What follows belongs to an exercise in optimizing a design on an open flow for small area, a short achievable clock period and few clock cycles per item; a production flow would make more cautious choices.
In this exercise RTL edits were held to simulation tests only and were not proved equivalent to the original.

==> inputs of 09-23 <==
// dxt_codec
module dxt_codec (
    input  wire         clk,
    input  wire         rst,
    input  wire         in_valid,
    output wire         in_ready,
    input  wire [2:0]   in_op,
    input  wire [511:0] in_data,
    output wire         out_valid,
    input  wire         out_ready,
    output wire [511:0] out_data
);
clock: 20.0 ns
lec_check: 0
cap_margin: 20
core_margin: 2
core_utilization: 30
place_density: 0.45
slew_margin: 20
standard.sh (not shown) runs the stock make flow with config.mk's settings and CLKGATE_MAP_FILE= SYNTH_SCRIPT=/design/flow/synth_recipe.tcl, a recipe that flattens the netlist after the stock synthesis.
==> flow/flow/run.sh <==
#!/bin/bash
# Own layout flow: the standard ORFS flow with two changes. Synthesis maps
# the logic with the ABC script in flow/abc.script, and the layout's timing repair aims for the setup
# slack margin in flow/margin.txt (the clock and constraints are unchanged). The registers must come out exactly as in the standard
# synthesis (same names and cell types); run.sh checks this and falls back to
# the standard netlist if they do not.
set -uo pipefail
D=$(pwd)
P=${FLOW_PLATFORM:-sky130hd}
MK=(make -C "$FLOW_HOME" DESIGN_CONFIG="$D/config.mk" CLKGATE_MAP_FILE=)

# 1. the standard synthesis, for reference
"${MK[@]}" WORK_HOME="$D/orfs_std" SYNTH_SCRIPT="$D/synth_recipe.tcl" synth > "$D/synth_standard.log" 2>&1 \
  || { echo "standard synthesis failed"; exit 1; }
STD="$D/orfs_std/results/$P/dxt_codec/base/1_2_yosys.v"

# 2. this flow's synthesis, in the layout's work folder
export OWN_ABC_SCRIPT="$D/flow/abc.script"
"${MK[@]}" WORK_HOME="$D/orfs" SYNTH_SCRIPT="$D/flow/own_synth.tcl" synth > "$D/synth_own.log" 2>&1 \
  || { echo "own synthesis failed"; exit 1; }
OWN="$D/orfs/results/$P/dxt_codec/base/1_2_yosys.v"

regs() { python3 "$D/flow/regs.py" "$1"; }
if ! cmp -s <(regs "$STD") <(regs "$OWN"); then
  echo "register sets differ; using the standard netlist"
  diff <(regs "$STD") <(regs "$OWN") | head -20
  cp "$STD" "$OWN"
  touch "$OWN"
fi

# 4. the rest of the standard flow on that netlist, as standard.sh runs it
#    but with the repair margin
M=$(cat "$D/flow/margin.txt")
"${MK[@]}" WORK_HOME="$D/orfs" SYNTH_SCRIPT="$D/synth_recipe.tcl" SETUP_SLACK_MARGIN="$M" finish > "$D/layout.log" 2>&1 \
  || { echo "layout failed"; tail -20 "$D/layout.log"; exit 1; }
F="$D/orfs/results/$P/dxt_codec/base/6_final.odb"
: # left out here: write the final layout as DEF
==> flow/flow/abc.script <==
strash
&get -n
&st
&syn2
&if -g -K 6
&synch2
&nf
&put
strash
dch
map -D 1000 -a
topo
upsize -c
dnsize -c
==> flow/flow/margin.txt <==
12
==> flow/flow/own_synth.tcl <==
# The standard synthesis (synth_recipe.tcl) with one change: the final ABC
# mapping uses the script named by OWN_ABC_SCRIPT.
proc synth {args} { yosys synth -nofsm -noshare {*}$args }
proc abc {args} {
  set i [lsearch -exact $args -script]
  if {$i >= 0} { lset args [expr {$i + 1}] $::env(OWN_ABC_SCRIPT) }
  yosys abc {*}$args
}
source $::env(SCRIPTS_DIR)/synth.tcl
# left out here: clear keep_hierarchy, flatten, clean up, hide names made inside functions, write 1_2_yosys.v
==> flow/flow/regs.py <==
# Lists a netlist's flip-flops and latches as "instance cell-type" (drive
# strength dropped).
import re, sys
txt = open(sys.argv[1]).read()
out = []
for cell, inst in re.findall(r"\b(sky130_fd_sc_hd__(?:e?s?df\w*?|dl[xr]\w*?|dlclk\w*?))_\d+\s+(\\?\S+)\s*\(", txt):
    out.append(f"{inst} {cell}")
print("\n".join(sorted(out)))
==> 04-08 (differences from 09-23) <==
==> flow/run.sh (new file) <==
#!/bin/bash
# synth_recipe.tcl (not shown) runs the flow's synth.tcl, then flattens the netlist and writes it again
# the make line also repeats each setting of config.mk as NAME=value (left out here)
make -C /OpenROAD-flow-scripts/flow DESIGN_CONFIG=/design/flow/config.mk WORK_HOME=/design/flow/orfs CLKGATE_MAP_FILE= SYNTH_SCRIPT=/design/flow/synth_recipe.tcl finish
--- a/flow/config.mk
+++ b/flow/config.mk
@@ -9,4 +9,5 @@
 export CORE_MARGIN = 2
 export CORE_UTILIZATION = 30
 export PLACE_DENSITY = 0.45
+export SETUP_SLACK_MARGIN = 5
 export SLEW_MARGIN = 20
removed: flow/flow/run.sh
removed: flow/flow/abc.script
removed: flow/flow/margin.txt
removed: flow/flow/own_synth.tcl
removed: flow/flow/regs.py
removed: flow/standard.sh
==> notes.md <==
- Via count: 04-08 is lower than 09-23 (about 13%).
- Between 04-08 and 09-23, the lower final cell count is in 04-08 (gap 11%, measured against 09-23).
- Against 09-23, the non-clock buffer count of 04-08 is lower by 2241.
- Of 04-08 and 09-23, 09-23 has the higher maximum frequency (gap about 21%, measured against 09-23).
- Synthesized cell count: 04-08 is smaller than 09-23 (6.1%).
- Between 04-08 and 09-23, the lower routed wire length is in 04-08 (gap 11%, measured against 09-23).
- 04-08 reached the layout checks and failed them: antenna rules. 09-23 completed, yet does not pass: antenna rules.
==> figures <==
Wirelength per Cell: 04-08 37.2 um; 09-23 37.2 um
Number of combinational gates with multiple inputs: 04-08 22400; 09-23 24600
Final Util: 04-08 34.1%; 09-23 41.2%
Synthesized-area fraction occupied by xor and xnor cells: 04-08 3.28%; 09-23 3.06%
Status: 04-08 finished with violations; 09-23 finished with violations
Layout check failures: 04-08 antenna rules; 09-23 antenna rules
Tap cell instance count: 04-08 12200; 09-23 11200
Met2 usage: 04-08 47.5%; 09-23 53.7%
Final-layout non-clock buffer area share: 04-08 6.31%; 09-23 12.6%
Met2 routed wirelength: 04-08 652000 um; 09-23 691000 um
Worst R2R Start: 04-08 lo1[18]$_DFFE_PN_; 09-23 lo1[1]$_DFFE_PN_
Share of the yosys chip area belonging to registers: 04-08 18.1%; 09-23 19.6%
Total die area: 04-08 923000 sq um; 09-23 856000 sq um
Met1 Track Usage GR: 04-08 43.4%; 09-23 51.2%
Testbench counts of 09-23, summed over its fixed seeds: cycles 4,024, items 4,000.
Testbench counts of 04-08, summed over its fixed seeds: cycles 4,024, items 4,000.

-- re-timing with driven ports --
Ports are ideal in the flow. The routed layouts listed here were re-timed in OpenROAD.
Step 1 assumes that a clkbuf_16 drives the clock port and a buf_2 every other input.
Step 2 adds t to the input delays and takes it off the output delays; t is the mean of the earliest and latest rising clock arrival at the registers after step 1. Input paths then give back, and output paths get back, about the clock's delay inside the block.
Slacks: ideal ports / drivers / drivers and shift; pairs: ideal ports / drivers.
| run | t (ns) | setup WS [ns] | worst hold slack (ns) | worst register clock-pin slew, ns | worst slew at a driven data input, ns |
|---|---|---|---|---|---|
| 09-23 | 1.204 | 8.749 / 8.749 / 8.749 | 0.360 / 0.360 / 0.360 | 0.09 / 0.09 | 0.46 |
| 04-08 | 1.155 | 5.678 / 5.678 / 5.678 | 0.384 / 0.384 / 0.384 | 0.08 / 0.08 | 0.54 |
